Source: an optimization exercise on an open RTL-to-GDS flow (aim: small area, a short achievable clock period and few clock cycles). Production flows keep margins and buffers that such runs may drop. Only simulation tests tie the RTL to the original design; equivalence was not proved. Power figures rest on the tool's default switching activity, not on a simulated workload.

### config.mk
export PLATFORM = sky130hd
export DESIGN_NAME = hrpt_sync
export DESIGN_NICKNAME = hrpt_sync
export VERILOG_FILES = /design/flow/design.v
export SDC_FILE = /design/flow/constraint.sdc
export NUM_CORES = 4
export LEC_CHECK = 0
export CAP_MARGIN = 20
export CORE_MARGIN = 2
export CORE_UTILIZATION = 40
export PLACE_DENSITY = 0.6
export SLEW_MARGIN = 20
### constraint.sdc
create_clock -name core_clock -period 10.0 [get_ports {clk}]
set_input_delay 2.0000 -clock core_clock [delete_from_list [all_inputs] [get_ports {clk}]]
set_output_delay 2.0000 -clock core_clock [all_outputs]
set_load 0.01 [all_outputs]
### design.v
module hrpt_sync (
    input  wire        clk,
    input  wire        rst,
    input  wire        in_valid,
    output reg         in_ready,
    input  wire [7:0]  in_data,
    input  wire        in_last,
    output reg         fs_valid,
    output wire [31:0] fs_pos,
    output reg         done,
    output wire [19:0] fs_count,
    output wire        empty
);
    localparam [31:0] MARKER = 32'h1ACFFC1D;
    localparam [1:0] S_U = 2'd0;    
    localparam [1:0] S_S = 2'd1;    
    localparam [1:0] S_R = 2'd2;    
    localparam [1:0] S_H = 2'd3;    
    localparam [28:0] R_INIT = 29'h1FFFFBFA;    
    reg [7:0]  rawq;       
    reg [2:0]  a;          
    reg [39:0] win;        
    reg        vld;        
    reg        tkd;        
    reg        lastq;      
    reg        bs;         
    reg [2:0]  fill;       
    reg [1:0]  st;
    reg        streak;
    reg [2:0]  v;          
    reg [10:0] eh;         
    reg [2:0]  el;         
    reg        pend;       
    reg        drain;      
    reg [28:0] R;
    reg [2:0]  fs_lo;
    reg [19:0] count;
    assign fs_pos   = {R, fs_lo};
    assign fs_count = count;
    assign empty    = (count == 20'd0);
    wire [31:0] x0 = win[39:8] ^ MARKER;
    wire [1:0] s1 [0:15];
    wire [2:0] s2 [0:7];
    wire [3:0] s3 [0:3];
    wire [4:0] s4 [0:1];
    genvar gi;
    generate
        for (gi = 0; gi < 16; gi = gi + 1) begin : g1 assign s1[gi] = x0[2*gi] + x0[2*gi+1]; end
        for (gi = 0; gi < 8; gi = gi + 1)  begin : g2 assign s2[gi] = s1[2*gi] + s1[2*gi+1]; end
        for (gi = 0; gi < 4; gi = gi + 1)  begin : g3 assign s3[gi] = s2[2*gi] + s2[2*gi+1]; end
        for (gi = 0; gi < 2; gi = gi + 1)  begin : g4 assign s4[gi] = s3[2*gi] + s3[2*gi+1]; end
    endgenerate
    wire [5:0] d0 = s4[0] + s4[1];
    wire le1 = (d0 <= 6'd1);
    wire le2 = (d0 <= 6'd2);
    wire le4 = (d0 <= 6'd4);
    wire le8 = (d0 <= 6'd8);
    reg  [7:1] flt;
    reg  [3:0] cm;
    integer k, c;
    always @(*) begin
        for (k = 1; k < 8; k = k + 1) begin
            for (c = 0; c < 4; c = c + 1)
                cm[c] = (win[39-k-8*c -: 8] == MARKER[31-8*c -: 8]);
            flt[k] = (cm[0] & cm[1]) | (cm[0] & cm[2]) | (cm[0] & cm[3]) |
                     (cm[1] & cm[2]) | (cm[1] & cm[3]) | (cm[2] & cm[3]);
        end
    end
    wire L   = (eh == 11'd0) & (el == 3'd0);
    wire ev  = vld & (fill == 3'd5);
    wire fin = vld & lastq;
    wire isU = (st == S_U);
    wire isS = (st == S_S);
    wire isR = (st == S_R);
    wire isH = (st == S_H);
    wire lockL  = (isS | isH) & L;
    wire lacc   = isH ? le8 : le4;
    wire rej_R  = isS & streak & (v == 3'd5);
    wire rej_U  = isS & ~streak & (v == 3'd4);
    wire       hit0    = isU ? le1 : (isR & le2);
    wire       rest_en = isU | isR | (lockL & ~lacc & (rej_R | rej_U));
    wire [7:1] fh      = rest_en ? flt : 7'd0;
    reg  [2:0] k1;
    always @(*) begin
        casez (fh)
            7'b??????1: k1 = 3'd1;
            7'b?????10: k1 = 3'd2;
            7'b????100: k1 = 3'd3;
            7'b???1000: k1 = 3'd4;
            7'b??10000: k1 = 3'd5;
            7'b?100000: k1 = 3'd6;
            default:    k1 = 3'd7;
        endcase
    end
    wire go_bs = ev & ~fin & ~hit0 & (|fh);           
    wire acc   = ev & (hit0 | (lockL & lacc));        
    wire load  = ev & (hit0 | lockL);                 
    wire bs_req = bs | go_bs;
    wire may_bs = |(flt) & (isU | isR | lockL);
    always @(*) begin
        if (drain | fin)
            in_ready = 1'b0;
        else if (bs)
            in_ready = (a == 3'd7);
        else if (ev)
            in_ready = ~may_bs | (a == 3'd7);
        else
            in_ready = 1'b1;
    end
    wire take  = in_valid & in_ready;
    wire bstep = bs_req & ((a != 3'd7) | in_valid);
    wire [15:0] pair = {rawq, in_data} << a;
    wire [7:0]  zb   = pair[15:8];
    wire        nb   = rawq[3'd7 - a];
    wire [10:0] eh_b = load ? 11'd1024 : eh;
    wire [2:0]  el_b = load ? 3'd0 : el;
    wire [3:0]  el_d = {1'b0, el_b} - {1'b0, k1};
    wire fin_late = pend & ~L & (eh[10:3] == 8'd0) &
                    (eh[2:0] <= ((a == 3'd0) ? 3'd6 : 3'd5));
    wire report = (ev & lockL & pend) | (drain & L);
    always @(posedge clk) begin
        if (take | bstep) begin
            if (bstep) begin
                win <= {win[38:0], nb};
            end else begin
                win <= {win[31:0], zb};
            end
        end
        if (take) begin
            rawq  <= in_data;
            lastq <= in_last;
        end
        if (report)
            fs_lo <= a;
        if (ev) begin
            if (go_bs) begin
                eh <= eh_b - {10'd0, el_d[3]};
                el <= el_d[2:0];
            end else begin
                eh <= eh_b - 11'd1;
                el <= el_b;
            end
            if (lockL) begin
                if (lacc) begin
                    if (isS && !(streak && v == 3'd4)) begin
                        streak <= 1'b1;
                        v      <= (streak && v != 3'd5) ? v + 3'd1 : 3'd1;
                    end
                end else if (isH) begin
                    streak <= 1'b1;
                    v      <= 3'd0;
                end else if (streak) begin
                    v <= 3'd5;
                end else begin
                    v <= v + 3'd1;
                end
            end
            if (hit0) begin
                streak <= 1'b0;
                v      <= 3'd0;
            end
        end
        if (drain)
            eh <= eh - 11'd1;
    end
    always @(posedge clk) begin
        if (rst) begin
            vld      <= 1'b0;
            tkd      <= 1'b0;
            bs       <= 1'b0;
            fill     <= 3'd0;
            st       <= S_U;
            pend     <= 1'b0;
            drain    <= 1'b0;
            R        <= R_INIT;
            count    <= 20'd0;
            fs_valid <= 1'b0;
            done     <= 1'b0;
        end else begin
            tkd      <= take;
            vld      <= (take & ~bs_req) | (bstep & (k1 == 3'd1));
            fs_valid <= report;
            done     <= 1'b0;
            if (go_bs)
                bs <= 1'b1;
            if (bstep & (k1 == 3'd1))
                bs <= 1'b0;
            if (tkd | drain)
                R <= R + 29'd1;
            if (tkd && fill != 3'd5)
                fill <= fill + 3'd1;
            if (report)
                count <= count + 20'd1;
            if (ev) begin
                if (lockL) begin
                    pend <= lacc;
                    if (lacc) begin
                        if (isH || (streak && v == 3'd4))
                            st <= S_H;
                    end else if (isH) begin
                        st <= S_S;
                    end else if (rej_R) begin
                        st <= S_R;
                    end else if (rej_U) begin
                        st <= S_U;
                    end
                end else if (isR && eh == 11'd0 && (!go_bs || k1 > el)) begin
                    st <= S_U;
                end
                if (hit0) begin
                    st   <= S_S;
                    pend <= 1'b1;
                end
            end
            if (fin) begin
                if (fin_late)
                    drain <= 1'b1;
                else
                    done  <= 1'b1;
            end
            if (drain & L) begin
                drain <= 1'b0;
                done  <= 1'b1;
            end
            if (done) begin
                fill  <= 3'd0;
                st    <= S_U;
                pend  <= 1'b0;
                R     <= R_INIT;
                count <= 20'd0;
            end
        end
    end
    always @(posedge clk) begin
        if (rst | done)
            a <= 3'd0;
        else if (bstep)
            a <= a + 3'd1;
    end
endmodule
### run.sh
#!/bin/bash
# synth_recipe.tcl (not shown) runs the flow's synth.tcl, then flattens the netlist and writes it again
# the make line also repeats each setting of config.mk as NAME=value (left out here)
make -C /OpenROAD-flow-scripts/flow DESIGN_CONFIG=/design/flow/config.mk WORK_HOME=/design/flow/orfs CLKGATE_MAP_FILE= SYNTH_SCRIPT=/design/flow/synth_recipe.tcl finish
==> results of run 1 <==
[per-layer routing]
layer / routed length, um / global-route usage / up-vias
met5: 0 / 0 / -
met3: 1320 / 0.0464 / 24
met1: 9620 / 0.261 / 3322
li1: - / - / 3432
met4: 333 / 0.0579 / 0
met2: 9840 / 0.311 / 192
[cell families (layout without fill, tap and decap cells)]
family                   after synthesis  after routing  synth area share
multiplexers                          42             42            0.0621
adder cells (fa/ha/maj)               56             56             0.102
AO/OA/AOI/OAI                        166            166             0.123
flip-flops                           134            134             0.391
XOR/XNOR                              44             44            0.0445
AND/OR/NAND/NOR                      368            368             0.226
buffers and inverters                109            176            0.0521
[sequential cells by signal, indices dropped and copies added, names as in the netlist, 2 cells and up]
name,count
fs_lo,3
v,3
eh,11
count,20
a,3
el,3
fill,3
win,40
rawq,8
R,29
st,2
[how the worst min path moves through the flow]
stage | startpoint | end | slack [ns] | cells after the start
final | R[28] | R[28] | 0.50 | 2
after global routing | R[28] | R[28] | 0.54 | 2
after CTS | R[28] | R[28] | 0.50 | 2
after detailed placement | R[28] | R[28] | 0.48 | 2
after global placement | R[28] | R[28] | 0.48 | 2
after floorplan | a[1] | fs_lo[1] | 0.43 | 0
[per-stage QoR]
step                utilization  setup slack [ns]  instance area [um2]
finish                    0.478              1.78                10100
global route              0.478              1.24                10100
CTS                       0.478              1.78                10100
detailed placement        0.451              1.81                 9550
global placement          0.451              1.93                 9550
floorplan                     -              2.11                 8660
[worst max-delay path: cells and delay by family, from the launching register on]
family	cells	cell delay [ns]
AND/OR/NAND/NOR	6	1.00
adder cells (fa/ha/maj)	10	4.20
buffers and inverters	5	0.26
AO/OA/AOI/OAI	7	2.01
flip-flops	1	0.52
[power by group]
part	leakage [nW]	total [W]	internal (W)	switching, W
clock network	0.278	0.000611	0.000329	0.000282
registers	1.18	0.000632	0.000609	0.0000234
logic	2.41	0.000821	0.000334	0.000486
[layout by cell type, fill, tap and decap left out, types with 9 or more instances in the layout]
cell	netlist	routed
sky130_fd_sc_hd__or3_1	10	10
sky130_fd_sc_hd__nor2_1	71	70
sky130_fd_sc_hd__nand2_1	105	105
sky130_fd_sc_hd__nand4_1	17	17
sky130_fd_sc_hd__o211ai_1	16	16
sky130_fd_sc_hd__nor4_1	11	11
sky130_fd_sc_hd__xnor2_1	14	14
sky130_fd_sc_hd__o21ai_0	43	43
sky130_fd_sc_hd__dfxtp_1	64	64
sky130_fd_sc_hd__o21ai_1	10	10
sky130_fd_sc_hd__ha_1	29	29
sky130_fd_sc_hd__a21oi_1	35	35
sky130_fd_sc_hd__inv_1	70	70
sky130_fd_sc_hd__nor3_1	25	25
sky130_fd_sc_hd__clkdlybuf4s50_1	0	67
sky130_fd_sc_hd__a211oi_1	10	10
sky130_fd_sc_hd__mux2_4	17	17
sky130_fd_sc_hd__clkbuf_16	0	17
sky130_fd_sc_hd__nor4bb_1	10	10
sky130_fd_sc_hd__and3_1	13	13
sky130_fd_sc_hd__nand3_1	37	37
sky130_fd_sc_hd__xor2_1	30	30
sky130_fd_sc_hd__edfxtp_1	70	70
sky130_fd_sc_hd__nor2b_1	9	9
sky130_fd_sc_hd__nand4b_1	10	10
sky130_fd_sc_hd__mux2i_1	17	17
sky130_fd_sc_hd__fa_1	25	25
[layout make-up]
type,instances,area [um2]
clock buffer,17,425
clock inverter,15,139
fill,1969,11000
inverter,71,267
multi-input combinational,676,4840
sequential,134,3380
tap,275,344
timing repair buffer,73,716
==> metrics.yaml, run 1 <==
hold_class: "reg2reg"
core-area_um2: 21200
maximum_number_of_pins_on_one_net_before_global_route_repair: 41
cts_tree: "done"
vias_per_cell: 5.53
arrival_ns: 8.41
timing.max_cap.violations: 0
initial_core_util: 0.409
critPathMaxFanout: 8
rows: 53
syn2layout_area_growth_pct: 16.8
crit_path_start_kind: "flip-flop"
drc: 0
first_global_vias: 6631
fin_setup_tns_ns: 0
grt_overflow: 0
synth.cells.most_frequent: "105 x sky130_fd_sc_hd__nand2_1, 71 x sky130_fd_sc_hd__nor2_1, 70 x sky130_fd_sc_hd__edfxtp_1, 70 x sky130_fd_sc_hd__inv_1, 64 x sky130_fd_sc_hd__dfxtp_1"
timing.final.crit_period_ns: 8.22
clock.fmax_mhz: 122
final.hold.worst_slack_ns: 0.499
post_cts_resize_count: 0
number_of_buffers_on_the_longest_clock_path: 2
mappedNetlistNets: 985
reg2reg_from: "win[13]"
synth.most_common_cell: "sky130_fd_sc_hd__nand2_1"
floorplan.die.width_um: 151
endpoint: "eh[7]"
maximum_vdd_ir_drop_uv: 143
slowest_delay_ns: 0.77
drtAntennaViolNets: 0
floorplan.die_area_um2: 22800
total_routing_usage_reported_by_global_routing: 0.194
synth_enable_flop_cells: 70
grt_pass1_wl_mm: 34.6
regToRegSetupSlack_ns: 1.78
ctsHtreeMaxLevel: 4
synthDominantCellAreaShare: 0.243
die-height_um: 151
detailed_route_wl_mm: 21.1
setup_viol: 0
hold_viol: 0
holdBufCountCts: 0
synthCells: 919
clkSinkCount: 134
n_antenna_cell: 0
floorplan.io_pins: 68
final_net_count: 1039
drt_first_pass_iters: 7
dp_hpwl_mm: 15.1
path_class: "reg2reg"
wire_per_inst_um: 16.7
fin_worst_skew_ns: 0.0111
critical-path-slowest-cell: "sky130_fd_sc_hd__o41ai_1"
cts_buffer_count: 17
final_non_filler_cell_total: 1261
syn_avg_cell_area_um2: 9.43
netlist-cell-type-count: 73
critical-path-top-cell-by-count: "sky130_fd_sc_hd__fa_1"
critical_path.reg2reg.endpoint: "eh[7]"
total_of_flip_flops_plus_latches_after_synthesis: 134
initial_antenna_violation_count: 1
data_required_time_at_the_worst_endpoint_ns: 10.19
clk_latency_ns: 0.43
placed_cells: 1229
slew_headroom: 0.288
ys_warn_count: 1
drt_iter0_markers: 576
cts.repair_timing.setup_buffer_count: 0
synth_ff_type: "sky130_fd_sc_hd__edfxtp_1"
setup_repair_after_global_routing_missed_its_margin: "false"
report.final.slew_viol_count: 0
layout-drive-gt1-share: 0.0801
power.leakage_nw: 3.88
final_min_period_over_clock_period: 0.822
path_clk_slew_ns: 0.06
cp-end-kind: "flip-flop"
clock_tree.root_cell: "sky130_fd_sc_hd__clkbuf_16"
num_vias: 6970
asyncSetResetFlopFracSynth: 0
power-per-cell-area_nw_per_um2: 204
worst_setup_path_startpoint: "win[13]"
timing.reg2reg.worst_path_depth: 28
run_status: "complete, no violations"
synth_largest_area_cell: "sky130_fd_sc_hd__edfxtp_1"
io_buffers: 67
post_synth_main_area_contributors: "sky130_fd_sc_hd__edfxtp_1 24%, sky130_fd_sc_hd__dfxtp_1 15%, sky130_fd_sc_hd__fa_1 5.8%, sky130_fd_sc_hd__nand2_1 4.6%, sky130_fd_sc_hd__ha_1 4.2%"
post_synth_instance_area_um2: 8660
place_congestion: 0.858
tightest_pin_transition_ns: 1.06
post_route_total_power_w: 0.00206
synth.yosys.seq_area_share: 0.391
Testbench counts, summed over its fixed seeds: cycles 611,731.
==> run 2, diff against run 1 <==
--- a/design.v
+++ b/design.v
@@ -38,23 +38,38 @@
     assign fs_pos   = {R, fs_lo};
     assign fs_count = count;
     assign empty    = (count == 20'd0);
-    wire [31:0] x0 = win[39:8] ^ MARKER;
-    wire [1:0] s1 [0:15];
-    wire [2:0] s2 [0:7];
-    wire [3:0] s3 [0:3];
-    wire [4:0] s4 [0:1];
-    genvar gi;
-    generate
-        for (gi = 0; gi < 16; gi = gi + 1) begin : g1 assign s1[gi] = x0[2*gi] + x0[2*gi+1]; end
-        for (gi = 0; gi < 8; gi = gi + 1)  begin : g2 assign s2[gi] = s1[2*gi] + s1[2*gi+1]; end
-        for (gi = 0; gi < 4; gi = gi + 1)  begin : g3 assign s3[gi] = s2[2*gi] + s2[2*gi+1]; end
-        for (gi = 0; gi < 2; gi = gi + 1)  begin : g4 assign s4[gi] = s3[2*gi] + s3[2*gi+1]; end
-    endgenerate
-    wire [5:0] d0 = s4[0] + s4[1];
-    wire le1 = (d0 <= 6'd1);
-    wire le2 = (d0 <= 6'd2);
-    wire le4 = (d0 <= 6'd4);
-    wire le8 = (d0 <= 6'd8);
+    function [2:0] tcomb(input [2:0] x, input [2:0] y);
+        tcomb = {x[2] | y[2] | (x[1] & y[0]) | (x[0] & y[1]),
+                 x[1] | y[1] | (x[0] & y[0]),
+                 x[0] | y[0]};
+    endfunction
+    function [2:0] th32(input [31:0] x);
+        reg [2:0] t [1:63];
+        integer j;
+        begin
+            for (j = 0; j < 32; j = j + 1) t[32+j] = {2'b00, x[j]};
+            for (j = 31; j >= 1; j = j - 1) t[j] = tcomb(t[2*j], t[2*j+1]);
+            th32 = t[1];
+        end
+    endfunction
+    wire [2:0] t0  = th32(win[39:8] ^ MARKER);
+    wire       le1 = ~t0[1];
+    wire       le2 = ~t0[2];
+    reg  [7:0] mbyte;
+    always @(*) begin
+        case (eh[1:0])
+            2'd0:    mbyte = MARKER[31:24];
+            2'd3:    mbyte = MARKER[23:16];
+            2'd2:    mbyte = MARKER[15:8];
+            default: mbyte = MARKER[7:0];
+        endcase
+    end
+    wire [7:0] xb = win[7:0] ^ mbyte;
+    wire [3:0] p8 = ((xb[0] + xb[1]) + (xb[2] + xb[3])) + ((xb[4] + xb[5]) + (xb[6] + xb[7]));
+    reg  [3:0] lk;
+    wire [4:0] acc_s = ((eh[2:0] == 3'd4) ? 5'd0 : {1'b0, lk}) + {1'b0, p8};
+    wire le4 = (lk <= 4'd4);
+    wire le8 = (lk <= 4'd8);
     reg  [7:1] flt;
     reg  [3:0] cm;
     integer k, c;
@@ -112,9 +127,22 @@
     wire [15:0] pair = {rawq, in_data} << a;
     wire [7:0]  zb   = pair[15:8];
     wire        nb   = rawq[3'd7 - a];
-    wire [10:0] eh_b = load ? 11'd1024 : eh;
-    wire [2:0]  el_b = load ? 3'd0 : el;
-    wire [3:0]  el_d = {1'b0, el_b} - {1'b0, k1};
+    wire [10:0] eh_m1 = eh - 11'd1;
+    wire [3:0]  el_d  = {1'b0, el} - {1'b0, k1};
+    reg  [10:0] eh_n;
+    reg  [2:0]  el_n;
+    always @(*) begin
+        if (load) begin
+            eh_n = 11'd1023;
+            el_n = go_bs ? 3'd0 - k1 : 3'd0;
+        end else if (go_bs) begin
+            eh_n = el_d[3] ? eh_m1 : eh;
+            el_n = el_d[2:0];
+        end else begin
+            eh_n = eh_m1;
+            el_n = el;
+        end
+    end
     wire fin_late = pend & ~L & (eh[10:3] == 8'd0) &
                     (eh[2:0] <= ((a == 3'd0) ? 3'd6 : 3'd5));
     wire report = (ev & lockL & pend) | (drain & L);
@@ -133,13 +161,9 @@
         if (report)
             fs_lo <= a;
         if (ev) begin
-            if (go_bs) begin
-                eh <= eh_b - {10'd0, el_d[3]};
-                el <= el_d[2:0];
-            end else begin
-                eh <= eh_b - 11'd1;
-                el <= el_b;
-            end
+            eh  <= eh_n;
+            el  <= el_n;
+            lk  <= (acc_s > 5'd15) ? 4'd15 : acc_s[3:0];
             if (lockL) begin
                 if (lacc) begin
                     if (isS && !(streak && v == 3'd4)) begin
@@ -161,7 +185,7 @@
             end
         end
         if (drain)
-            eh <= eh - 11'd1;
+            eh <= eh_m1;
     end
     always @(posedge clk) begin
         if (rst) begin
==> run 2 against run 1 <==
Flip-flop and latch count up 4. Sequential share of layout area decreased by 0.65 points. Count of clock-buffer cells in the layout is 1 higher. Clock skew is 0.0019 ns lower. Register-to-register slack improved by 3.6 ns. Total power shrank 30%. Die area grew 6.2%. Setup slack better by 2.5 ns. Core utilization shrank 0.64 points. First-iteration DRC count fell by 16%. Synthesized cell count up 9.1%. Largest cell class unchanged. Combinational power decreased by 86%.
==> metrics.yaml, run 2 <==
power.leakage_nw: 3.97  # +2.4%
syn_avg_cell_area_um2: 9.19  # -2.5%
setup_repair_after_global_routing_missed_its_margin: "false"
core-area_um2: 22600  # +7.0%
post_cts_resize_count: 0  # unchanged
grt_overflow: 0  # unchanged
fin_setup_tns_ns: 0  # unchanged
detailed_route_wl_mm: 22.8  # +7.9%
hold_viol: 0  # unchanged
cts.repair_timing.setup_buffer_count: 0  # unchanged
drt_first_pass_iters: 4  # -3
fin_worst_skew_ns: 0.00917  # -0.00190 ns
setup_viol: 0  # unchanged
data_required_time_at_the_worst_endpoint_ns: 8.00  # -2.19 ns
synth_enable_flop_cells: 74  # +5.7%
wire_per_inst_um: 17.0  # +1.7%
maximum_number_of_pins_on_one_net_before_global_route_repair: 61  # +49%
dp_hpwl_mm: 16.5  # +9.5%
reg_top3: "win x40, R x29, count x20"
post_route_total_power_w: 0.00145  # -30%
arrival_ns: 3.75  # -4.66 ns
timing.max_cap.violations: 0  # unchanged
tightest_pin_transition_ns: 0.892  # -0.166 ns
floorplan.io_pins: 68  # unchanged
floorplan.die_area_um2: 24300  # +6.2%
clkSinkCount: 138  # +3.0%
synth_largest_area_cell: "sky130_fd_sc_hd__edfxtp_1"
drtAntennaViolNets: 0  # unchanged
layout_common_cells: "108 x sky130_fd_sc_hd__nand2_1, 74 x sky130_fd_sc_hd__nor2_1, 74 x sky130_fd_sc_hd__edfxtp_1, 67 x sky130_fd_sc_hd__clkdlybuf4s50_1, 64 x sky130_fd_sc_hd__dfxtp_1"
final_net_count: 1088  # +4.7%
drt_iter0_markers: 482  # -16%
initial_antenna_violation_count: 0  # -1
total_of_flip_flops_plus_latches_after_synthesis: 138  # +3.0%
die-height_um: 156  # +3.1%
rows: 55  # +3.8%
path_class: "reg2out"
netlist-cell-type-count: 87  # +19%
slew_headroom: 0.404  # +0.116
total_routing_usage_reported_by_global_routing: 0.194  # about the same
final_min_period_over_clock_period: 0.575  # -0.248
clk_latency_ns: 0.43  # about the same
number_of_flip_flops_under_the_largest_register_name: 40  # unchanged
asyncSetResetFlopFracSynth: 0  # unchanged
holdBufCountCts: 0  # unchanged
run_status: "complete, no violations"
ys_warn_count: 2  # +1
timing.final.crit_period_ns: 5.75  # -2.48 ns
final_common_cell: "sky130_fd_sc_hd__nand2_1"
slowest_delay_ns: 0.64  # -0.13 ns
io_buffers: 67  # unchanged
syn2layout_area_growth_pct: 15.9
critical-path-slowest-cell: "sky130_fd_sc_hd__or4_1"
clock_tree.root_cell: "sky130_fd_sc_hd__clkbuf_16"
place_congestion: 0.938  # +9.4%
cts_tree: "done"
critical-path-top-cell-by-count: "sky130_fd_sc_hd__a21oi_1"
path_clk_slew_ns: 0.06  # about the same
number_of_buffers_on_the_longest_clock_path: 2  # unchanged
synth.most_common_cell: "sky130_fd_sc_hd__nand2_1"
cts_buffer_count: 17  # unchanged
floorplan.die.width_um: 156  # +3.1%
synthCells: 1003  # +9.1%
most_flop_heavy_register: "win"
synthDominantCellAreaShare: 0.241  # -0.00150
mappedNetlistNets: 1052  # +6.8%
layout-drive-gt1-share: 0.0856  # +0.00543
report.final.slew_viol_count: 0  # unchanged
synth.yosys.seq_area_share: 0.380  # -0.0104
post_synth_main_area_contributors: "sky130_fd_sc_hd__edfxtp_1 24%, sky130_fd_sc_hd__dfxtp_1 14%, sky130_fd_sc_hd__nand2_1 4.4%, sky130_fd_sc_hd__ha_1 4.1%, sky130_fd_sc_hd__mux2_4 4.1%"
post_synth_instance_area_um2: 9210  # +6.4%
ctsHtreeMaxLevel: 4  # unchanged
synth.cells.most_frequent: "108 x sky130_fd_sc_hd__nand2_1, 75 x sky130_fd_sc_hd__nor2_1, 74 x sky130_fd_sc_hd__edfxtp_1, 64 x sky130_fd_sc_hd__dfxtp_1, 61 x sky130_fd_sc_hd__o21ai_0"
vias_per_cell: 5.69  # +3.0%
critPathMaxFanout: 13  # +5
synth_ff_type: "sky130_fd_sc_hd__edfxtp_1"
first_global_vias: 7111  # +7.2%
power-per-cell-area_nw_per_um2: 136  # -33%
num_vias: 7612  # +9.2%
crit_path_start_kind: "flip-flop"
hold_class: "reg2reg"
maximum_vdd_ir_drop_uv: 117  # -19%
cp-end-kind: "primary output"
clock.fmax_mhz: 174  # +43%
grt_pass1_wl_mm: 38.0  # +10%
drc: 0  # unchanged
path_cells: "or3b_1, or4_1, maj3_1, a21oi_1, nor3_1, a21oi_1, a21oi_1, clkdlybuf4s50_1"
initial_core_util: 0.407  # -0.00251
n_antenna_cell: 0  # unchanged
run 2: critical path: cells and delay by family, from the launching register on:
family / cells / cell delay, ns
AND/OR/NAND/NOR: 3 / 1.14
adder cells (fa/ha/maj): 1 / 0.40
AO/OA/AOI/OAI: 3 / 0.67
buffers and inverters: 1 / 0.53
flip-flops: 1 / 0.59
run 2: per-layer routing:
layer	up-vias	track usage	part of all wire	wire length (um)
met5	-	0	0	0
met4	0	0.0633	0.020	447
met3	27	0.0353	0.043	983
met2	183	0.311	0.46	10500
met1	3626	0.265	0.47	10800
li1	3776	-	-	-
run 2: worst paths after layout:
| kind | start | end | slack [ns] | cells past startpoint |
|---|---|---|---|---|
| setup / recovery | win[34] | in_ready | 4.25 | 8 |
| hold / removal | R[28] | R[28] | 0.50 | 2 |
| setup reg to reg | eh[1] | st[1] | 5.34 | 17 |
| hold reg to reg | R[28] | R[28] | 0.50 | 2 |
run 2: cells by family (layout without fill, tap and decap cells):
| logic type | count (synthesis) | in the layout | share of synthesized area |
|---|---|---|---|
| simple gates | 441 | 441 | 0.259 |
| buf+inv | 87 | 136 | 0.0392 |
| compound gates | 197 | 197 | 0.142 |
| flops | 138 | 138 | 0.380 |
| fa+ha+maj | 50 | 50 | 0.0705 |
| mux | 43 | 43 | 0.0645 |
| xor+xnor | 47 | 47 | 0.0447 |
run 2: cell type report:
cell class | count | area [um2]
clock inverter | 14 | 188
fill | 2072 | 12000
sequential | 138 | 3500
multi-input combinational | 778 | 5360
clock buffer | 18 | 450
tap | 285 | 357
inverter | 34 | 128
timing repair buffer | 70 | 693
run 2: power by group:
group / switching [W] / leakage [nW] / internal, W
Combinational: 0.0000607 / 2.43 / 0.0000538
Clock: 0.000288 / 0.317 / 0.000399
Sequential: 0.0000340 / 1.22 / 0.000616
run 2: through the flow:
step           setup WS, ns  hold WS, ns   util  area (um2)  std cells
6_report               4.25        0.495  0.472       10700       1337
2_1_floorplan          5.61        0.452      -        9210       1003
5_1_grt                4.09        0.514  0.472       10700       1337
3_5_place_dp           4.72        0.485  0.443       10000       1305
4_1_cts                4.25        0.501  0.472       10700       1337
3_3_place_gp           4.77        0.472  0.443       10000       1305
Testbench counts of run 2, summed over its fixed seeds: cycles 611,731.

-- afterwards: timing with drivers on the ports --
How much do the figures lean on ideal ports? The routed layouts below were timed once more, with nothing changed but the port constraints.
Step 1, drivers: a clkbuf_16 drives clk and a buf_2 each remaining input, both assumed.
Step 2 adds t to the input delays and takes it off the output delays; t is the mean of the earliest and latest rising clock arrival at the registers after step 1. Input paths then give back, and output paths get back, about the clock's delay inside the block.
a / b / c = ideal ports / drivers / drivers and shift; a / b = the first two.
run	shift t [ns]	setup WS [ns]	worst hold slack (ns)	clock arrival spread, ns	worst data-port slew with drivers (ns)
run 1	0.472	1.775 / 1.775 / 1.775	0.499 / 0.499 / 0.499	0.011 / 0.011	0.06
run 2	0.473	4.254 / 4.206 / 4.679	0.495 / 0.495 / 0.495	0.011 / 0.012	0.05
After both steps every run listed still meets setup and hold.
